This design comes from an exercise in tuning for small area on the open sky130 flow, not from production work.
Function was checked by simulation only, so behaviour that the tests miss may differ from the original.
No driver is modelled on the clock port, so clocking that relies on it looks cheaper here than on a real chip.
Power figures rest on the tool's default switching activity, not on a simulated workload.

**flow/flow/run.sh**
```bash
#!/bin/bash
set -euo pipefail
export BUFFER_PORTS_ARGS="-buffer_cell sky130_fd_sc_hd__buf_1"
export CTS_ARGS="-sink_clustering_enable -repair_clock_nets -dont_use_dummy_load"
bash standard.sh > standard_flow.log 2>&1
```
**flow/standard.sh**
```bash
#!/bin/bash
# synth_recipe.tcl (not shown) runs the flow's synth.tcl, then flattens the netlist and writes it again
# the make line also repeats each setting of config.mk as NAME=value (left out here)
make -C /OpenROAD-flow-scripts/flow DESIGN_CONFIG=/design/flow/config.mk WORK_HOME=/design/flow/orfs CLKGATE_MAP_FILE= SYNTH_SCRIPT=/design/flow/synth_recipe.tcl "${@:-finish}"
```
**flow/config.mk**
```make
export PLATFORM = sky130hd
export DESIGN_NAME = cfs
export DESIGN_NICKNAME = cfs
export VERILOG_FILES = /design/flow/design.v
export SDC_FILE = /design/flow/constraint.sdc
export NUM_CORES = 4
export LEC_CHECK = 0
export CAP_MARGIN = 20
export CORE_MARGIN = 2
export CORE_UTILIZATION = 60
export SLEW_MARGIN = 20
```
**flow/constraint.sdc**
```tcl
create_clock -name core_clock -period 6.0 [get_ports {clk}]
set_input_delay 1.2000 -clock core_clock [delete_from_list [all_inputs] [get_ports {clk}]]
set_output_delay 1.2000 -clock core_clock [all_outputs]
set_load 0.01 [all_outputs]
```
**flow/design.v**
```verilog
module cfs (
    input  wire        clk,
    input  wire        rst,         
    input  wire        start,
    output wire        busy,
    output wire        done,
    output wire [2:0]  status,
    output wire [2:0]  cause,
    output reg  [15:0] reading,
    output wire [2:0]  ev,
    output wire        rx_req,
    input  wire        rx_valid,
    input  wire [7:0]  rx_data,
    input  wire        rx_timeout,
    input  wire        rx_error,
    output wire        tx_valid,
    output wire [7:0]  tx_data,
    input  wire        tx_ready,
    input  wire        tx_error
);
    reg        tx;
    reg  [3:0] c;
    reg  [3:0] r;
    reg        dn;       
    reg        ckp;      
    reg  [7:0] nh, lo;   
    reg  [7:0] nacc;     
    wire rx = ~tx & c[3];
    wire dn_w;
    assign busy     = tx | c[3];
    assign tx_valid = tx;
    assign rx_req   = rx;
    assign done     = dn_w;
    assign status   = {r[3], r[1] & ~r[3], r[0] & ~r[3]};
    assign cause    = r[3] ? r[2:0] : 3'd0;
    assign ev       = {dn_w & r[3], ckp | (dn_w & ~r[3] & r[1] & ~r[0]), dn_w & ~r[3] & r[1]};
    wire t_a = ~c[2] & ~c[1] & ~c[0];      
    wire t_b = ~c[3] & ~c[2] & ~c[0];      
    wire t_c = ~c[2] & ~c[1];              
    assign tx_data = {t_b, t_a, t_a, t_a, t_a, t_b, t_b, t_c};
    genvar i;
    wire [7:0] ng = ~(rx_data & {8{rx_valid}});
    wire [8:0] dc;
    wire [7:0] dl, dz;
    assign dc[0] = 1'b1;
    generate
        for (i = 0; i < 8; i = i + 1) begin : g_dec
            assign dl[i]   = lo[i] ^ nh[i] ^ dc[i];
            assign dc[i+1] = (lo[i] & nh[i]) | (dc[i] & (lo[i] ^ nh[i]));
            if (i == 0) begin : g_z0
                assign dz[i] = ~dc[8];
            end else begin : g_z
                assign dz[i] = dz[i-1] & nh[i-1];
            end
        end
    endgenerate
    wire [15:0] value = {nh ~^ dz, dl};
    wire [8:0] ac;
    wire [7:0] nsum;
    assign ac[0] = 1'b1;
    generate
        for (i = 0; i < 8; i = i + 1) begin : g_acc
            assign nsum[i]  = nacc[i] ^ ng[i] ^ ac[i];
            assign ac[i+1] = (nacc[i] & ng[i]) | (ac[i] & (nacc[i] ^ ng[i]));
        end
    endgenerate
    wire       good = &nsum;
    wire sentinel = (nh == 8'hFE && (lo == 8'h9A || lo == 8'hF4)) ||
                          (nh == 8'hFD && lo == 8'h05);
    wire       byte_in = ~rx_error & rx_valid;
    always @(posedge clk) begin
        if (rx_valid && c[2:0] == 3'd2)
            nh <= ng;
        if (rx_valid && c[2:0] == 3'd3)
            lo <= rx_data;
        nacc <= (c[2:1] == 2'b00) ? 8'h7A : nsum;
        if (rx && !rx_error && rx_valid && c[2:0] == 3'd7 && good)
            reading <= value;
    end
    wire [2:0] sub  = c[2:0];
    wire s_send = tx;
    wire s_idle = ~tx & ~c[3];
    wire e_txe  = s_send & tx_error;
    wire e_txa  = s_send & ~tx_error & tx_ready;
    wire e_err  = rx & rx_error;
    wire e_byte = rx & ~rx_error & rx_valid;
    wire e_tmo  = rx & ~rx_error & ~rx_valid & rx_timeout;
    wire body   = sub[2] | sub[1];
    wire last   = &sub;
    wire e_ok   = e_byte & last & good;
    wire e_bad  = e_byte & last & ~good;
    wire e_end  = e_txe | e_err | e_tmo | e_ok;
    wire adv    = (sub == 3'd0) ? (rx_data == 8'hFF) :
                  (sub == 3'd1) ? (rx_data == 8'h86) :
                  last ? good : 1'b1;
    wire inc    = (e_txa & ~c[3]) | (e_byte & adv);
    wire clr    = rst | e_txe | e_err | e_tmo;
    wire rehunt = e_byte & ~adv;
    wire [3:0] rv;
    assign rv[3] = e_txe | e_err | (e_tmo & body);
    assign rv[2] = (e_err | e_tmo) & body;
    assign rv[1] = ((e_err | e_tmo) & ~body) | (e_ok & sentinel);
    assign rv[0] = e_txe | (e_err & (body | sub[0])) | (e_tmo & ~body) | (e_ok & ~sentinel);
    always @(posedge clk) begin
        dn  <= ~rst & e_end;
        ckp <= ~rst & e_bad;
        if (rst)
            r <= 4'd0;
        else if (e_end)
            r <= rv;
        tx <= ~rst & (tx ? ~tx_error & ~(tx_ready & c[3]) : (~c[3] & start));
        if (clr)
            c <= 4'd0;
        else if (inc)
            c <= c + 4'd1;
        else if (rehunt)
            c[2:0] <= 3'd0;
    end
    assign dn_w = dn;
endmodule
```
==> results of run 1 <==
synth_stat cells, types with 2 or more instances:
master | n | area share [%]
nor4_1 | 2 | 0.48
nand2_1 | 16 | 2.3
ha_1 | 15 | 7.2
nor2b_1 | 3 | 0.72
clkbuf_1 | 2 | 0.29
nand3b_1 | 2 | 0.57
a21oi_1 | 8 | 1.5
nor3_1 | 2 | 0.38
nand3_1 | 6 | 1.1
buf_4 | 9 | 2.6
a311oi_1 | 2 | 0.67
and2_1 | 9 | 2.2
a21o_1 | 3 | 0.86
nor2_1 | 10 | 1.4
dfxtp_1 | 19 | 15
nor4b_1 | 2 | 0.67
xnor2_1 | 3 | 1.0
nor3b_1 | 2 | 0.57
or2_2 | 2 | 0.48
fa_1 | 13 | 10
inv_1 | 23 | 3.3
edfxtp_1 | 32 | 37
nand2b_1 | 6 | 1.4
o21ai_0 | 4 | 0.77
cell type report:
| cell class | count | area (um2) |
|---|---|---|
| sequential | 51 | 1340 |
| inverter | 23 | 86.3 |
| tap | 52 | 65.1 |
| multi-input combinational | 135 | 1110 |
| fill | 343 | 1380 |
| clock buffer | 5 | 68.8 |
| timing repair buffer | 54 | 210 |
how the worst max path moves through the flow:
stage | start | end | slack [ns] | cells past startpoint
after floorplan | rx_valid | reading[0]$_DFFE_PP_ | 0.59 | 14
after global placement | rx_data[0] | reading[12]$_DFFE_PP_ | 0.67 | 14
after detailed placement | rx_data[0] | reading[8]$_DFFE_PP_ | 0.52 | 14
after CTS | rx_data[0] | reading[9]$_DFFE_PP_ | 0.85 | 14
after global routing | rx_data[0] | reading[9]$_DFFE_PP_ | 0.67 | 14
final | rx_data[0] | reading[9]$_DFFE_PP_ | 0.87 | 14
registers in the layout, indices dropped and copies added (netlist names):
register / count
nh: 8
r: 4
dn: 1
lo: 8
c: 4
tx: 1
ckp: 1
reading: 16
nacc: 8
where the power goes:
part,internal (uW),switching (uW)
Sequential,372,2.64
Combinational,15.0,22.4
Clock,75.4,98.0
worst register-to-register path: stages (launching register included):
cell	delay (ns)
edfxtp_1	0.45
inv_1	0.09
ha_1	0.14
inv_1	0.05
fa_1	0.38
fa_1	0.39
fa_1	0.40
fa_1	0.40
fa_1	0.42
fa_1	0.41
fa_1	0.38
inv_1	0.06
ha_1	0.13
ha_1	0.17
ha_1	0.17
ha_1	0.17
ha_1	0.15
ha_1	0.14
ha_1	0.16
xnor2_1	0.07
metal layers:
layer | part of all wire (%) | up-vias | track usage [%]
met3 | 5.6 | 7 | 5.48
met5 | 0 | - | 0
met4 | 1.5 | 0 | 5.77
met2 | 48 | 60 | 35.0
li1 | - | 862 | -
met1 | 45 | 823 | 27.8
kinds of logic (layout without fill, tap and decap cells):
kind of cell | Yosys count | after routing
compound gates | 30 | 30
buf+inv | 35 | 82
xor+xnor | 4 | 4
simple gates | 73 | 73
fa+ha+maj | 28 | 28
flops | 51 | 51
per-stage QoR:
stage	hold slack (ns)	cell area, um2	total power (uW)
3_3_place_gp	0.471	2810	419
6_report	0.505	2880	585
4_1_cts	0.503	2880	590
5_1_grt	0.526	2880	608
2_1_floorplan	0.447	2620	407
3_5_place_dp	0.492	2810	419
==> results_dict.tcl, run 1 <==
set metrics [dict create \
    outcome "no timing/DRC/antenna violations" \
    final_common_cell "buf_1" \
    vdd_drop_max_mv 0.135 \
    rrSetupSlack_ns 1.04 \
    dpl.hpwl_um 3860 \
    synth_nets 265 \
    routabilityCongestion 0.802 \
    synth_flop_cell "edfxtp_1" \
    grt_pass1_vias 1665 \
    crit_path_max_fanout 16 \
    synth_edf_count 32 \
    crit_top_cell "fa_1" \
    overflow 0 \
    fp.coreArea_um2 4260 \
    critPathMaxStageDelay_ns 0.49 \
    synth_xor_area_share_pct 1.34 \
    root_buffer "clkbuf_8" \
    n_antenna_cell 0 \
    fin_ws_ns 0.875 \
    areaGrowthSynthToFinish_pct 10.1 \
    pre_cts_slack_ns 0.518 \
    reg2reg_to "reading[15]$_DFFE_PP_" \
    hold_violations 0 \
    setup_tns_ns 0 \
    die_h_um 70.0 \
    finClkSkew_ns 0.0225 \
    worst_pin_slew_ns 0.593 \
    synth_compound_area_share_pct 8.04 \
    finalSetupViolations 0 \
    finalMaxSlewViolations 0 \
    placed_cells 315 \
    drtIter0Drc 112 \
    worstHoldStart "r[1]$_SDFFE_PP0P_" \
    utilization_pct 67.5 \
    hp-class "flip-flop to flip-flop" \
    grt_usage_pct 21.1 \
    io_pins 53 \
    synth_adder_area_share_pct 17.1 \
    cts_setup_buffers 0 \
    relSlewSlack_pct 60.4 \
    p_leak_uw 0.00104 \
    nNetsFinal 314 \
    critPathRequiredTime_ns 5.93 \
    worstHoldPathCells 2 \
    power.density_nw_per_um2 203 \
    reg2reg_depth 19 \
    yosysWarnings 1 \
    cap_viol_max_count 0 \
    crit_arrival_ns 5.05 \
    htreeDepth 2 \
    path_delay_family "adder cells" \
    startpoint_type "primary input" \
    grt_max_degree 17 \
    path_buf_inv 3 \
    cts_buffers 5 \
    synth.distinct_cells 50 \
    row_count 24 \
    clock.fmax_mhz 195 \
    ys_seq_area_share_pct 51.3 \
    via_count 1752 \
    critical_path_class "primary input to flip-flop" \
    end_kind "flip-flop" \
    final_cell_mix "buf_1 (52), edfxtp_1 (32), inv_1 (23), dfxtp_1 (19), nand2_1 (16)" \
    period_share_pct 85.4 \
    vias_per_cell 5.48 \
    drt.antenna.violating_nets 0 \
    postSynthCellCount 221 \
    cts_num_sinks 51 \
    die_w_um 70.0 \
    dr.pass1.iters 4 \
    start_util_pct 61.3 \
    clk_pin_slew_worst_paths_ns 0.07 \
    die_area_um2 4900 \
    grt_pass1_wl_um 8020 \
    path_cells "buf_1 -> and2_2 -> ha_1 -> inv_1 -> fa_1 -> fa_1 -> fa_1 -> fa_1 -> fa_1 -> fa_1 -> xnor2_1 -> xnor2_1 -> nand4_1 -> inv_1" \
    avgRoutedWirePerCell_um 15.3 \
    synth_seq_cells 51 \
    drc 0 \
    r2r-start "nh[0]$_DFFE_PP_" \
    final_cells 320 \
    wirelength_um 4890 \
    insertion_delay_ns 0.30 \
    cts-resized-gates 0 \
    syn_area_per_cell_um2 11.8 \
    post-route-min-period_ns 5.13 \
    synthMuxAreaShare_pct 0 \
    antenna_found_initial 0 \
    synth_area_um2 2620 \
    cts_buffer_depth 2 \
    tritoncts "built" \
    synth_top_family_by_area "adder cells" \
    holdPathEnd "r[1]$_SDFFE_PP0P_" \
    postSynth.asyncResetShare_pct 0 \
    critPathSlowestCell "inv_1" \
    drive_above_1_share_pct 5.22 \
    rsz0062_at_grt "no" \
    yosys.area_share.simple_pct 15.9 \
    port_buffers 52 \
    hold_buffers 0 \
]
==> inputs of run 2 (changes only) <==
--- a/flow/design.v
+++ b/flow/design.v
@@ -20,7 +20,7 @@
 );
     reg        tx;
     reg  [3:0] c;
-    reg  [3:0] r;
+    reg  [2:0] r;
     reg        dn;       
     reg        ckp;      
     reg  [7:0] nh, lo;   
@@ -31,9 +31,12 @@
     assign tx_valid = tx;
     assign rx_req   = rx;
     assign done     = dn_w;
-    assign status   = {r[3], r[1] & ~r[3], r[0] & ~r[3]};
-    assign cause    = r[3] ? r[2:0] : 3'd0;
-    assign ev       = {dn_w & r[3], ckp | (dn_w & ~r[3] & r[1] & ~r[0]), dn_w & ~r[3] & r[1]};
+    wire q    = r[2] & r[1];
+    wire fail = ~q & (r != 3'd0);
+    wire warm = (reading == 16'd409) || (reading == 16'd499) || (reading == 16'd515);
+    assign status   = {fail, q & (r[0] | warm), q & (r[0] | ~warm)};
+    assign cause    = q ? 3'd0 : r;
+    assign ev       = {dn_w & fail, ckp | (dn_w & q & ~r[0] & warm), dn_w & q & (r[0] | warm)};
     wire t_a = ~c[2] & ~c[1] & ~c[0];      
     wire t_b = ~c[3] & ~c[2] & ~c[0];      
     wire t_c = ~c[2] & ~c[1];              
@@ -65,8 +68,6 @@
         end
     endgenerate
     wire       good = &nsum;
-    wire sentinel = (nh == 8'hFE && (lo == 8'h9A || lo == 8'hF4)) ||
-                          (nh == 8'hFD && lo == 8'h05);
     wire       byte_in = ~rx_error & rx_valid;
     always @(posedge clk) begin
         if (rx_valid && c[2:0] == 3'd2)
@@ -74,7 +75,7 @@
         if (rx_valid && c[2:0] == 3'd3)
             lo <= rx_data;
         nacc <= (c[2:1] == 2'b00) ? 8'h7A : nsum;
-        if (rx && !rx_error && rx_valid && c[2:0] == 3'd7 && good)
+        if (e_ok)
             reading <= value;
     end
     wire [2:0] sub  = c[2:0];
@@ -96,16 +97,15 @@
     wire inc    = (e_txa & ~c[3]) | (e_byte & adv);
     wire clr    = rst | e_txe | e_err | e_tmo;
     wire rehunt = e_byte & ~adv;
-    wire [3:0] rv;
-    assign rv[3] = e_txe | e_err | (e_tmo & body);
-    assign rv[2] = (e_err | e_tmo) & body;
-    assign rv[1] = ((e_err | e_tmo) & ~body) | (e_ok & sentinel);
-    assign rv[0] = e_txe | (e_err & (body | sub[0])) | (e_tmo & ~body) | (e_ok & ~sentinel);
+    wire [2:0] rv;
+    assign rv[2] = (e_err & body) | e_tmo | e_ok;
+    assign rv[1] = (e_err & ~body) | (e_tmo & ~body) | e_ok;
+    assign rv[0] = e_txe | (e_err & (body | sub[0])) | (e_tmo & ~body);
     always @(posedge clk) begin
         dn  <= ~rst & e_end;
         ckp <= ~rst & e_bad;
         if (rst)
-            r <= 4'd0;
+            r <= 3'd0;
         else if (e_end)
             r <= rv;
         tx <= ~rst & (tx ? ~tx_error & ~(tx_ready & c[3]) : (~c[3] & start));
==> run 2 against run 1 <==
Routed wire length is 10% lower. Synthesized cell count is 3.2% lower. Highest routed layer unchanged. Critical endpoint is now reading[1]$_DFFE_PP_. Largest cell class unchanged. Utilization is 2.1 points higher. Cell count is 3.1% lower. Synthesized area is 1.6% lower. Critical path type unchanged. Non-clock buffer count is 1 lower. Clock power hardly changed. Register-to-register slack hardly changed. Setup slack better by 0.0034 ns. Combinational power is 7.0% lower.
==> results_dict.tcl, run 2 <==
set metrics [dict create \
    finalSetupViolations 0 \
    cts_buffers 5 \
    hold_violations 0 \
    final_cells 310 \
    yosysTopAreaCellShare_pct 37.3 \
    postSynthCellCount 214 \
    finClkSkew_ns 0.0217 \
    die_h_um 69.5 \
    cts_buffer_depth 2 \
    power.density_nw_per_um2 203 \
    cts_num_sinks 50 \
    n_antenna_cell 0 \
    htreeDepth 2 \
    wl_met1_um 2030 \
    relSlewSlack_pct 54.3 \
    dr.pass1.iters 4 \
    period_share_pct 85.4 \
    ys_seq_area_share_pct 51.3 \
    hold_buffers 0 \
    critical_path_class "primary input to flip-flop" \
    drtIter0Drc 95 \
    largest_register_ffs 16 \
    dpl.hpwl_um 3460 \
    vias_per_cell 5.37 \
    start_util_pct 63.4 \
    synth.distinct_cells 47 \
    p_leak_uw 0.00101 \
    worst_pin_slew_ns 0.684 \
    yosysTopAreaCell "edfxtp_1" \
    antenna_found_initial 0 \
    setup_tns_ns 0 \
    rsz0062_at_grt "no" \
    postSynth.asyncResetShare_pct 0 \
    synth_nets 258 \
    drc 0 \
    row_count 23 \
    cts_setup_buffers 0 \
    cts-resized-gates 0 \
    fillers 329 \
    critPathRequiredTime_ns 5.96 \
    fp.coreArea_um2 4060 \
    synthTopCellsByArea "edfxtp_1 (37%), dfxtp_1 (14%), fa_1 (10%), ha_1 (7.3%), buf_4 (2.9%)" \
    outcome "no timing/DRC/antenna violations" \
    die_area_um2 4830 \
    finalMaxSlewViolations 0 \
    startpoint_type "primary input" \
    synth_flop_cell "edfxtp_1" \
    crit_arrival_ns 5.08 \
    dr_wl_met3_um 232 \
    yosysMostFrequentCell "edfxtp_1" \
    multi_input_comb_area_um2 1090 \
    syn_area_per_cell_um2 12.0 \
    routed.top_layer "met4" \
    insertion_delay_ns 0.30 \
    largest-register "reading" \
    route.met2.wl_um 2030 \
    yosys-top-cells-count "edfxtp_1 (32), dfxtp_1 (18), inv_1 (18)" \
    clock.fmax_mhz 195 \
    die_w_um 69.5 \
    synth_area_um2 2570 \
    synth_seq_cells 50 \
    grt_usage_pct 20.4 \
    routabilityCongestion 0.862 \
    wirelength_um 4400 \
    crit_path_max_fanout 16 \
    grt_max_degree 17 \
    utilization_pct 69.6 \
    final_cell_mix "buf_1 (52), edfxtp_1 (32), inv_1 (18), dfxtp_1 (18), ha_1 (15)" \
    tritoncts "built" \
    grt_pass1_vias 1600 \
    clk_pin_slew_worst_paths_ns 0.07 \
    cap_viol_max_count 0 \
    nNetsFinal 306 \
    drt.antenna.violating_nets 0 \
    avgRoutedWirePerCell_um 14.2 \
    yosysWarnings 1 \
    io_pins 53 \
    grt_pass1_wl_um 7710 \
    port_buffers 52 \
    root_buffer "clkbuf_8" \
    areaGrowthSynthToFinish_pct 9.77 \
    synth_edf_count 32 \
    end_kind "flip-flop" \
    via_count 1665 \
    drive_above_1_share_pct 5.38 \
    overflow 0 \
    final_common_cell "buf_1" \
    post-route-min-period_ns 5.12 \
    regArea_um2 1320 \
    placed_cells 305 \
    hp-class "flip-flop to flip-flop" \
    vdd_drop_max_mv 0.127 \
]
## run 2: cell types whose count changed after synthesis, sizes merged, moves of 4 or more
cell | before | now
a31oi | 1 | 5
and2 | 10 | 5
nand2b | 6 | 1
nor2 | 10 | 14
or2 | 2 | 7
## run 2: cell families (layout without fill, tap and decap cells)
group / count (synthesis) / in the layout / synth area share [%]
AND/OR/NAND/NOR: 76 / 76 / 16.9
flip-flops: 50 / 50 / 51.3
buffers and inverters: 32 / 78 / 6.13
adder cells (fa/ha/maj): 28 / 28 / 17.4
AO/OA/AOI/OAI: 24 / 24 / 6.85
XOR/XNOR: 3 / 3 / 1.02
multiplexers: 1 / 1 / 0.389
## run 2: metrics by stage
stage / total power (uW) / hold slack (ns) / setup slack [ns] / instance area, um2
4_1_cts: 578 / 0.561 / 0.869 / 2830
5_1_grt: 596 / 0.591 / 0.555 / 2830
2_1_floorplan: 397 / 0.487 / 0.800 / 2570
3_3_place_gp: 409 / 0.551 / 0.651 / 2760
6_report: 573 / 0.566 / 0.878 / 2830
3_5_place_dp: 409 / 0.553 / 0.557 / 2760
## run 2: worst paths after layout
| kind | start | end | slack (ns) | cells past startpoint |
|---|---|---|---|---|
| setup / recovery | rx_data[0] | reading[1]$_DFFE_PP_ | 0.88 | 14 |
| hold / removal | r[0]$_SDFFE_PP0P_ | r[0]$_SDFFE_PP0P_ | 0.57 | 2 |
| setup reg to reg | nh[0]$_DFFE_PP_ | reading[15]$_DFFE_PP_ | 1.05 | 19 |
| hold reg to reg | r[0]$_SDFFE_PP0P_ | r[0]$_SDFFE_PP0P_ | 0.57 | 2 |
## run 2: area by class of cell
class                   instances  area share (%)
clock buffers                   5            2.44
inverters                      20            2.66
repair buffers                 53            7.17
multi-input cells             132            38.8
well taps                      50            2.21
flip-flops and latches         50            46.8
## run 2: layer usage
metal | GRT usage, % | vias to the layer above
li1 | - | 838
met2 | 31.7 | 56
met4 | 7.63 | 0
met1 | 28.1 | 760
met5 | 0 | -
met3 | 4.80 | 11
## run 2: worst max-delay path, cell delays in order
cell	delay, ns
buf_1	0.13
and2_1	0.20
ha_1	0.15
inv_1	0.04
fa_1	0.37
fa_1	0.40
fa_1	0.40
fa_1	0.40
fa_1	0.39
fa_1	0.39
xnor2_1	0.19
xnor2_1	0.17
nand4b_1	0.30
inv_2	0.35
## run 2: report_power, final
| group | leakage (uW) | internal [uW] | total [uW] | switching [uW] |
|---|---|---|---|---|
| sequential | 0.000432 | 365 | 367 | 2.18 |
| clock | 0.0000359 | 75.3 | 171 | 96.2 |
| combinational | 0.000542 | 13.8 | 34.7 | 20.9 |
| total | 0.00101 | 454 | 573 | 119 |
==> inputs of run 3 (changes only) <==
==> flow/flow/run.sh (replaced) <==
#!/bin/bash
set -euo pipefail
here=$(pwd)
export BUFFER_PORTS_ARGS="-buffer_cell sky130_fd_sc_hd__buf_1"
export CTS_ARGS="-sink_clustering_enable -repair_clock_nets -dont_use_dummy_load"
export PRE_CTS_TCL="$here/flow/kbuf.tcl"
export KBUF_N=3
export KBUF_CELL=sky130_fd_sc_hd__clkbuf_8
bash standard.sh > standard_flow.log 2>&1
==> flow/flow/kbuf.tcl (new file) <==
# Split the registers into KBUF_N groups by position (k-means) and drive each
# group's clock pins from its own clock buffer, fed directly by the clock port.
set block [ord::get_db_block]
set dbu [$block getDbUnitsPerMicron]
set regs {}
foreach inst [$block getInsts] {
  if {[string match "*df*" [[$inst getMaster] getName]]} {
    set bb [$inst getBBox]
    lappend regs [list [$inst getName] [expr {([$bb xMin] + [$bb xMax]) / 2.0 / $dbu}] [expr {([$bb yMin] + [$bb yMax]) / 2.0 / $dbu}]]
  }
}
set k $::env(KBUF_N)
# initial centers: spread over sorted x
set sorted [lsort -real -index 1 $regs]
set n [llength $sorted]
set cx {}; set cy {}
for {set i 0} {$i < $k} {incr i} {
  set r [lindex $sorted [expr {int(($i + 0.5) * $n / $k)}]]
  lappend cx [lindex $r 1]; lappend cy [lindex $r 2]
}
for {set it 0} {$it < 50} {incr it} {
  set asg {}
  foreach r $regs {
    set best 0; set bd 1e18
    for {set i 0} {$i < $k} {incr i} {
      set d [expr {pow([lindex $r 1] - [lindex $cx $i], 2) + pow([lindex $r 2] - [lindex $cy $i], 2)}]
      if {$d < $bd} {set bd $d; set best $i}
    }
    lappend asg $best
  }
  set nx {}; set ny {}
  for {set i 0} {$i < $k} {incr i} {
    set sx 0.0; set sy 0.0; set c 0
    foreach r $regs a $asg { if {$a == $i} { set sx [expr {$sx + [lindex $r 1]}]; set sy [expr {$sy + [lindex $r 2]}]; incr c } }
    if {$c > 0} { lappend nx [expr {$sx / $c}]; lappend ny [expr {$sy / $c}] } else { lappend nx [lindex $cx $i]; lappend ny [lindex $cy $i] }
  }
  set cx $nx; set cy $ny
}
for {set i 0} {$i < $k} {incr i} {
  set pins {}
  foreach r $regs a $asg { if {$a == $i} { lappend pins [get_pins [lindex $r 0]/CLK] } }
  if {[llength $pins] == 0} continue
  puts "clock buffer $i: [llength $pins] registers at [lindex $cx $i] [lindex $cy $i]"
  insert_buffer -buffer_cell $::env(KBUF_CELL) -net clk -load_pins $pins -location [list [lindex $cx $i] [lindex $cy $i]] -buffer_name clkbuf_leaf_$i -net_name clknet_leaf_$i
}
==> run 3 against run 2 <==
Sequential cell count unchanged. Combinational power hardly changed. Setup slack lost 0.093 ns. Final area is 0.97% lower.
==> results_dict.tcl, run 3 <==
set metrics [dict create \
    rsz0062_at_grt "no" \
    cts-resized-gates 0 \
    ys_seq_area_share_pct 51.3 \
    period_share_pct 86.9 \
    synth_area_um2 2570 \
    insertion_delay_ns 0.17 \
    synth_seq_cells 50 \
    power.total_uw 528 \
    die_area_um2 4830 \
    end_kind "flip-flop" \
    final_cell_mix "buf_1 (52), edfxtp_1 (32), inv_1 (18), dfxtp_1 (18), ha_1 (15)" \
    fillers 330 \
    wirelength_um 4300 \
    dpl.hpwl_um 3460 \
    drive_above_1_share_pct 4.65 \
    synthTopCellsByArea "edfxtp_1 (37%), dfxtp_1 (14%), fa_1 (10%), ha_1 (7.3%), buf_4 (2.9%)" \
    grt_usage_pct 18.8 \
    postSynthCellCount 214 \
    overflow 0 \
    yosysMostFrequentCell "edfxtp_1" \
    clock.fmax_mhz 192 \
    areaGrowthSynthToFinish_pct 8.70 \
    yosysTopAreaCellShare_pct 37.3 \
    timing.hold.ws_ns 0.568 \
    crit_arrival_ns 5.07 \
    finalSetupViolations 0 \
    vdd_drop_max_mv 0.114 \
    hold_buffers 0 \
    critical_path_class "primary input to flip-flop" \
    die_w_um 69.5 \
    grt_pass1_vias 1591 \
    finalMaxSlewViolations 0 \
    outcome "no timing/DRC/antenna violations" \
    drt.antenna.violating_nets 0 \
    yosys-top-cells-count "edfxtp_1 (32), dfxtp_1 (18), inv_1 (18)" \
    startpoint_type "primary input" \
    routabilityCongestion 0.862 \
    row_count 23 \
    p_leak_uw 0.000995 \
    dr.pass1.iters 4 \
    yosysTopAreaCell "edfxtp_1" \
    utilization_pct 68.9 \
    finClkSkew_ns 0.0233 \
    grt_max_degree 23 \
    relSlewSlack_pct 54.8 \
    synth.distinct_cells 47 \
    cts_setup_buffers 0 \
    cap_viol_max_count 0 \
    fp.coreArea_um2 4060 \
    port_buffers 52 \
    postSynth.asyncResetShare_pct 0 \
    power.density_nw_per_um2 189 \
    crit_path_max_fanout 16 \
    fin_ws_ns 0.785 \
    antenna_found_initial 0 \
    largest-register "reading" \
    setup_tns_ns 0 \
    drc 0 \
    hp-class "flip-flop to flip-flop" \
    pre_cts_slack_ns 0.557 \
    synth_nets 258 \
    grt_pass1_wl_um 7520 \
    synth_flop_cell "edfxtp_1" \
    via_count 1633 \
    avgRoutedWirePerCell_um 14.0 \
    post-route-min-period_ns 5.21 \
    yosysWarnings 1 \
    synth_edf_count 32 \
    clk_pin_slew_worst_paths_ns 0.11 \
    critPathRequiredTime_ns 5.86 \
    hold_violations 0 \
    drtIter0Drc 89 \
    worst_pin_slew_ns 0.676 \
    syn_area_per_cell_um2 12.0 \
    final_common_cell "buf_1" \
    vias_per_cell 5.30 \
    start_util_pct 63.4 \
    largest_register_ffs 16 \
    rrSetupSlack_ns 1.07 \
    io_pins 53 \
    nNetsFinal 304 \
    n_antenna_cell 0 \
    die_h_um 69.5 \
]
-- run 3: cell counts after synthesis --
No cell type changed its count.
-- run 3: cell type report, without the clock buffers --
cell class	count	area, um2	area share (%)
Multi-Input combinational cell	132	1090	39.1
Tap cell	50	62.6	2.24
Inverter	20	75.1	2.68
Timing Repair Buffer	53	203	7.25
Sequential cell	50	1320	47.2
-- run 3: worst paths after layout --
check	cells after the start	to	start
min	2	r[0]$_SDFFE_PP0P_	r[0]$_SDFFE_PP0P_
max reg2reg	19	reading[15]$_DFFE_PP_	nh[0]$_DFFE_PP_
max	14	reading[15]$_DFFE_PP_	rx_data[0]
min reg2reg	2	r[0]$_SDFFE_PP0P_	r[0]$_SDFFE_PP0P_
-- run 3: where the power goes --
part | internal (uW) | leakage, uW | switching (uW) | total (uW)
Combinational | 13.8 | 0.000542 | 20.7 | 34.5
Sequential | 365 | 0.000432 | 2.19 | 367
Clock | 46.4 | 0.0000216 | 80.2 | 127
-- run 3: worst max-delay path: stages --
cell      delay, ns
buf_1          0.13
and2_1         0.19
ha_1           0.15
inv_1          0.04
fa_1           0.37
fa_1           0.40
fa_1           0.39
fa_1           0.40
fa_1           0.39
fa_1           0.39
xnor2_1        0.19
xnor2_1        0.17
nand4b_1       0.29
inv_2          0.35
-- run 3: cell families (layout without fill, tap and decap cells) --
family	count (synthesis)	in the layout	share of synthesized area, %
AND/OR/NAND/NOR	76	76	16.9
flip-flops	50	50	51.3
buffers and inverters	32	76	6.13
adder cells (fa/ha/maj)	28	28	17.4
AO/OA/AOI/OAI	24	24	6.85
XOR/XNOR	3	3	1.02
multiplexers	1	1	0.389
-- run 3: layer usage --
layer	global-route usage, %	share of wire [%]
met5	0	0
met4	3.49	2.0
met3	1.45	5.3
met2	30.9	45
met1	28.0	48
-- run 3: per-stage QoR --
stage	cells	instance area [um2]
after floorplan	214	2570
after detailed placement	305	2760
after CTS	308	2800
final	308	2800
after global placement	305	2760
after global routing	308	2800
==> inputs of run 4 (changes only) <==
--- a/flow/design.v
+++ b/flow/design.v
@@ -91,9 +91,10 @@
     wire e_ok   = e_byte & last & good;
     wire e_bad  = e_byte & last & ~good;
     wire e_end  = e_txe | e_err | e_tmo | e_ok;
-    wire adv    = (sub == 3'd0) ? (rx_data == 8'hFF) :
-                  (sub == 3'd1) ? (rx_data == 8'h86) :
-                  last ? good : 1'b1;
+    wire mk_c   = rx_data[7] & rx_data[2] & rx_data[1];
+    wire mk_1   = rx_data[6] & rx_data[5] & rx_data[4] & rx_data[3] & rx_data[0];
+    wire mk_0   = ~(rx_data[6] | rx_data[5] | rx_data[4] | rx_data[3] | rx_data[0]);
+    wire adv    = body ? (~last | good) : (mk_c & (sub[0] ? mk_0 : mk_1));
     wire inc    = (e_txa & ~c[3]) | (e_byte & adv);
     wire clr    = rst | e_txe | e_err | e_tmo;
     wire rehunt = e_byte & ~adv;
==> run 4 against run 3 <==
Highest routed layer unchanged. Routed wire length down 0.49%. Sequential share of layout area up 0.47 points. Critical path type unchanged. First-iteration DRC count down 25%. Setup slack worse by 0.13 ns. Critical path depth up 5. Hold slack worse by 0.021 ns. Clock power down 3%. Global-route usage down 0.23 points.
==> results_dict.tcl, run 4 <==
set metrics [dict create \
    yosysWarnings 1 \
    largest-register "reading" \
    rsz0062_at_grt "no" \
    yosysMostFrequentCell "edfxtp_1" \
    outcome "no timing/DRC/antenna violations" \
    postSynthCellCount 218 \
    setup_tns_ns 0 \
    synth_adder_area_share_pct 16.6 \
    crit_top_cell "fa_1" \
    synth_compound_area_share_pct 6.20 \
    drtIter0Drc 67 \
    finalMaxSlewViolations 0 \
    yosysTopAreaCell "edfxtp_1" \
    clk_pin_slew_worst_paths_ns 0.11 \
    ys_seq_area_share_pct 52.0 \
    critical_path_class "primary input to flip-flop" \
    grt_pass1_wl_um 7360 \
    grt_usage_pct 18.6 \
    critPathRequiredTime_ns 6.05 \
    die_area_um2 4770 \
    critPathMaxStageDelay_ns 0.46 \
    dpl.hpwl_um 3590 \
    wirelength_um 4280 \
    synth.distinct_cells 43 \
    yosysTopAreaCellShare_pct 37.8 \
    timing.hold.ws_ns 0.548 \
    insertion_delay_ns 0.16 \
    pre_cts_slack_ns 0.452 \
    drive_above_1_share_pct 4.18 \
    fp.coreArea_um2 4030 \
    port_buffers 52 \
    vias_per_cell 5.17 \
    p_leak_uw 0.00104 \
    post-route-min-period_ns 5.34 \
    routabilityCongestion 0.793 \
    finClkSkew_ns 0.0174 \
    power.total_uw 526 \
    nNetsFinal 307 \
    overflow 0 \
    cts-resized-gates 0 \
    synth_edf_count 32 \
    largest_register_ffs 16 \
    final_cell_mix "buf_1 (52), edfxtp_1 (32), inv_1 (28), nand2_1 (20), dfxtp_1 (18)" \
    synthTopCellsByArea "edfxtp_1 (38%), dfxtp_1 (14%), fa_1 (10%), ha_1 (6.4%), inv_1 (4.1%)" \
    finalSetupViolations 0 \
    path_buf_inv 5 \
    power.density_nw_per_um2 190 \
    grt_pass1_vias 1581 \
    dr.pass1.iters 4 \
    drc 0 \
    start_util_pct 63.1 \
    grt_max_degree 20 \
    path_delay_family "adder cells" \
    synth_flop_cell "edfxtp_1" \
    synth_xor_area_share_pct 1.38 \
    syn_area_per_cell_um2 11.7 \
    yosys-top-cells-count "edfxtp_1 (32), inv_1 (28), nand2_1 (20)" \
    io_pins 53 \
    avgRoutedWirePerCell_um 13.7 \
    synth_area_um2 2540 \
    crit_path_max_fanout 17 \
    row_count 23 \
    n_antenna_cell 0 \
    antenna_found_initial 0 \
    synth_nets 260 \
    synth_top_family_by_area "adder cells" \
    critPathSlowestCell "inv_1" \
    synth_seq_cells 50 \
    via_count 1617 \
    hold_buffers 0 \
    utilization_pct 68.8 \
    drt.antenna.violating_nets 0 \
    die_h_um 69.1 \
    postSynth.asyncResetShare_pct 0 \
    cap_viol_max_count 0 \
    worst_pin_slew_ns 0.583 \
    areaGrowthSynthToFinish_pct 9.01 \
    relSlewSlack_pct 61.1 \
    crit_arrival_ns 5.40 \
    clock.fmax_mhz 187 \
    period_share_pct 89.0 \
    cts_setup_buffers 0 \
    final_common_cell "buf_1" \
    yosys.area_share.simple_pct 16.1 \
    startpoint_type "primary input" \
    synthMuxAreaShare_pct 0.443 \
    fin_ws_ns 0.657 \
    hp-class "flip-flop to flip-flop" \
    path_cells "buf_1 -> and2_1 -> ha_1 -> inv_1 -> fa_1 -> fa_1 -> fa_1 -> fa_1 -> inv_1 -> fa_1 -> inv_1 -> fa_1 -> xor2_1 -> xnor2_1 -> or3_1 -> inv_1 -> nor2_1 -> nand2_1 -> a31oi_1" \
    end_kind "flip-flop" \
    hold_violations 0 \
    vdd_drop_max_mv 0.203 \
    die_w_um 69.1 \
]
## run 4: worst paths after layout
check | from | endpoint | slack (ns) | depth (start not counted)
max | rx_data[0] | r[0]$_SDFFE_PP0P_ | 0.66 | 19
min | c[1]$_SDFFE_PP0P_ | c[1]$_SDFFE_PP0P_ | 0.55 | 2
max reg2reg | nh[0]$_DFFE_PP_ | reading[15]$_DFFE_PP_ | 1.10 | 19
min reg2reg | c[1]$_SDFFE_PP0P_ | c[1]$_SDFFE_PP0P_ | 0.55 | 2
## run 4: kinds of logic after synthesis
kind of cell	Yosys count
compound gates	25
xor+xnor	4
fa+ha+maj	26
buf+inv	39
flops	50
mux	1
simple gates	73
## run 4: area by class of cell, without the clock buffers
cell class | instances | area, um2
tap | 50 | 62.6
timing repair buffer | 53 | 203
inverter | 28 | 105
multi-input combinational | 129 | 1040
fill | 326 | 1260
sequential | 50 | 1320
## run 4: worst min-delay path, cell delays in order, from the launching register on
cell,delay [ns]
dfxtp_1,0.37
nand2_1,0.08
a21oi_1,0.05
## run 4: per-layer routing
layer  GRT usage [%]  share of wire (%)  vias up
li1                -                  -      829
met1            25.7                 44      740
met2            32.9                 50       41
met3            1.46                4.2        7
met4            2.61                1.8        0
met5               0                  0        -
## run 4: stage by stage
| step | std cells | area [um2] |
|---|---|---|
| 2_1_floorplan | 218 | 2540 |
| 3_3_place_gp | 310 | 2730 |
| 3_5_place_dp | 310 | 2730 |
| 4_1_cts | 313 | 2770 |
| 5_1_grt | 313 | 2770 |
| 6_report | 313 | 2770 |
## run 4: report_power, final
part	leakage (uW)	switching [uW]	total, uW	internal, uW
Combinational	0.000585	20.6	35.2	14.6
Sequential	0.000432	2.45	367	365
Clock	0.0000216	77.2	123	46.3
Total	0.00104	100	526	426
==> inputs of run 5 (changes only) <==
--- a/flow/flow/run.sh
+++ b/flow/flow/run.sh
@@ -6,4 +6,5 @@
 export PRE_CTS_TCL="$here/flow/kbuf.tcl"
 export KBUF_N=3
 export KBUF_CELL=sky130_fd_sc_hd__clkbuf_8
+export RECOVER_POWER=100
 bash standard.sh > standard_flow.log 2>&1
==> run 5 against run 4 <==
Via count grew 0.62%. Sequential cell count is the same. Clock power about the same. Total power shrank 0.11%. Setup slack lost 0.026 ns. Sequential power is essentially flat. Cell count unchanged. Global-route usage stayed put. Maximum frequency down 0.49%. First-iteration DRC count shrank 24%. Critical endpoint unchanged. Largest cell class unchanged. Highest routed layer unchanged.
==> results_dict.tcl, run 5 <==
set metrics [dict create \
    outcome "no timing/DRC/antenna violations" \
    power.density_nw_per_um2 191 \
    final_common_cell "buf_1" \
    r2r-start "nh[0]$_DFFE_PP_" \
    relSlewSlack_pct 61.1 \
    finalSetupViolations 0 \
    antenna_found_initial 0 \
    critPathRequiredTime_ns 6.05 \
    overflow 0 \
    dpl_cell_area_um2 2730 \
    grt_pass1_wl_um 7360 \
    path_delay_family "adder cells" \
    startpoint_type "primary input" \
    die_h_um 69.1 \
    cts-resized-gates 0 \
    insertion_delay_ns 0.16 \
    yosysWarnings 1 \
    period_share_pct 89.5 \
    clock.fmax_mhz 186 \
    via_count 1627 \
    grt_pass1_vias 1581 \
    die_w_um 69.1 \
    hp-class "flip-flop to flip-flop" \
    finalMaxSlewViolations 0 \
    hold_buffers 0 \
    synthTopCellsByArea "edfxtp_1 (38%), dfxtp_1 (14%), fa_1 (10%), ha_1 (6.4%), inv_1 (4.1%)" \
    drt.antenna.violating_nets 0 \
    post-route-min-period_ns 5.37 \
    crit_path_max_fanout 17 \
    row_count 23 \
    rrSetupSlack_ns 1.10 \
    crit_arrival_ns 5.42 \
    postSynth.asyncResetShare_pct 0 \
    routabilityCongestion 0.793 \
    yosys-top-cells-count "edfxtp_1 (32), inv_1 (28), nand2_1 (20)" \
    drive_above_1_share_pct 3.42 \
    synth_top_family_by_area "adder cells" \
    synth_adder_area_share_pct 16.6 \
    path_cells "buf_1 -> and2_0 -> ha_1 -> inv_1 -> fa_1 -> fa_1 -> fa_1 -> fa_1 -> inv_1 -> fa_1 -> inv_1 -> fa_1 -> xor2_1 -> xnor2_1 -> or3_1 -> inv_1 -> nor2_1 -> nand2_1 -> a31oi_1" \
    worst_pin_slew_ns 0.583 \
    areaGrowthSynthToFinish_pct 8.47 \
    final_cell_mix "buf_1 (52), edfxtp_1 (32), inv_1 (28), nand2_1 (20), dfxtp_1 (18)" \
    rsz0062_at_grt "no" \
    finalInstanceArea_um2 2760 \
    yosysMostFrequentCell "edfxtp_1" \
    crit_top_cell "fa_1" \
    switching_share_pct 19.0 \
    synthMuxAreaShare_pct 0.443 \
    clk_pin_slew_worst_paths_ns 0.11 \
    hold_violations 0 \
    synth_area_um2 2540 \
    path_depth 19 \
    start_util_pct 63.1 \
    n_antenna_cell 0 \
    worstHoldStart "r[0]$_SDFFE_PP0P_" \
    synth_flop_cell "edfxtp_1" \
    internal_power_uw 425 \
    path_buf_inv 5 \
    synth_nets 260 \
    finClkSkew_ns 0.0175 \
    synth_edf_count 32 \
    power.total_uw 525 \
    port_buffers 52 \
    largest-register "reading" \
    reg2reg_depth 19 \
    yosysTopAreaCell "edfxtp_1" \
    fp.coreArea_um2 4030 \
    p_leak_uw 0.00102 \
    syn_area_per_cell_um2 11.7 \
    switchingPower_uw 100 \
    vias_per_cell 5.20 \
    worstHoldPathCells 2 \
    grt_usage_pct 18.6 \
    io_pins 53 \
    multi_input_comb_area_um2 1020 \
    synth_xor_area_share_pct 1.38 \
    avgRoutedWirePerCell_um 13.7 \
    cap_viol_max_count 0 \
    end_kind "flip-flop" \
    power.share.clock_pct 23.5 \
    cts_setup_buffers 0 \
    setup_tns_ns 0 \
    fillers 330 \
    yosysTopAreaCellShare_pct 37.8 \
    dpl.hpwl_um 3590 \
    postSynthCellCount 218 \
    reg2reg_to "reading[15]$_DFFE_PP_" \
    p_seq_share_pct 69.9 \
    regArea_um2 1320 \
    largest_register_ffs 16 \
    wirelength_um 4280 \
    dr.pass1.iters 4 \
    critical_path_class "primary input to flip-flop" \
    grt_max_degree 20 \
    synth_compound_area_share_pct 6.20 \
    critPathMaxStageDelay_ns 0.46 \
    yosys.area_share.simple_pct 16.1 \
    ys_seq_area_share_pct 52.0 \
    vdd_drop_max_mv 0.203 \
    drc 0 \
    holdPathEnd "r[0]$_SDFFE_PP0P_" \
    drtIter0Drc 51 \
    die_area_um2 4770 \
    critPathSlowestCell "inv_1" \
    nNetsFinal 307 \
    synth_seq_cells 50 \
    pwr-share-comb_pct 6.6 \
    synth.distinct_cells 43 \
]
## run 5: worst max-delay path by stage
stage               startpoint           endpoint  slack (ns)
detailed placement    rx_valid  r[0]$_SDFFE_PP0P_        0.45
floorplan             rx_valid  r[0]$_SDFFE_PP0P_        0.78
finish              rx_data[0]  r[0]$_SDFFE_PP0P_        0.63
CTS                 rx_data[0]  r[0]$_SDFFE_PP0P_        0.45
global placement      rx_valid  r[0]$_SDFFE_PP0P_        0.51
global route        rx_data[0]  r[0]$_SDFFE_PP0P_        0.32
## run 5: through the flow
stage               util [%]  setup slack (ns)  hold WS [ns]  std cells
floorplan                  -             0.782         0.482        218
global placement        67.7             0.508         0.516        310
detailed placement      67.7             0.452         0.530        310
CTS                     68.8             0.448         0.530        313
global route            68.4             0.320         0.573        313
finish                  68.4             0.631         0.544        313
## run 5: power groups by stage
stage / sequential (uW) / combinational (uW) / clock, uW
floorplan: 375 / 23.8 / 0
finish: 367 / 34.9 / 123
detailed placement: 375 / 35.4 / 0
global placement: 375 / 35.1 / 0
CTS: 375 / 35.6 / 95.6
global route: 367 / 40.1 / 136
## run 5: cell families (layout without fill, tap and decap cells)
group | after synthesis | count (layout)
xor gates and xnor gates | 4 | 4
buffers and inverters | 39 | 84
and+or+nand+nor | 73 | 73
DFF | 50 | 50
adders and majority gates | 26 | 26
AOI/OAI and AO/OA | 25 | 25
muxes | 1 | 1
## run 5: worst register-to-register path: stages (launching register included)
cell	delay, ns
edfxtp_1	0.44
inv_1	0.11
ha_1	0.17
inv_1	0.06
fa_1	0.37
fa_1	0.38
fa_1	0.40
fa_1	0.40
fa_1	0.40
fa_1	0.40
fa_1	0.38
inv_1	0.06
ha_1	0.14
ha_1	0.14
ha_1	0.14
ha_1	0.15
ha_1	0.16
ha_1	0.15
ha_1	0.16
xnor2_1	0.07
## run 5: area by class of cell, without the clock buffers
type,instances,share of cell area [%]
inverter,28,3.81
multi-input combinational,129,37.1
sequential,50,47.9
tap,50,2.27
timing repair buffer,53,7.35
## run 5: layer usage
metal	share of wire, %	track usage, %	vias to the layer above
met1	44	25.7	752
met5	0	0	-
li1	-	-	829
met2	50	32.9	39
met4	1.8	2.61	0
met3	3.9	1.46	7

afterwards: timing with drivers on the ports:
The flow's constraints put no driver on any port. The routed layouts listed below were extracted and timed again, unchanged, in two steps.
Step 1, drivers: a clkbuf_16 drives clk and a buf_2 each remaining input, both assumed.
Step 2 moves the port delays by t, midway between the first and last clock arrival at a register: inputs arrive t later, outputs are due t later. That takes back most of the time a late clock gives input paths.
a / b / c = ideal ports / drivers / drivers and shift; a / b = the first two.
run | shift t [ns] | setup WS [ns] | worst hold slack (ns) | worst register clock-pin slew, ns | cell pins on the clock port's net
run 1 | 0.314 | 0.875 / 0.873 / 0.559 | 0.505 / 0.505 / 0.505 | 0.09 / 0.09 | 1
run 2 | 0.317 | 0.878 / 0.883 / 0.566 | 0.566 / 0.566 / 0.566 | 0.09 / 0.09 | 1
run 3 | 0.200 | 0.785 / 0.807 / 0.608 | 0.568 / 0.568 / 0.568 | 0.11 / 0.11 | 3
run 4 | 0.201 | 0.657 / 0.682 / 0.481 | 0.548 / 0.548 / 0.548 | 0.11 / 0.11 | 3
run 5 | 0.201 | 0.631 / 0.656 / 0.455 | 0.544 / 0.544 / 0.544 | 0.11 / 0.11 | 3
After both steps every run listed still meets setup and hold. For run 1, which loses most, drivers alone change the setup slack by -0.002 ns; drivers and shift together by -0.316 ns.
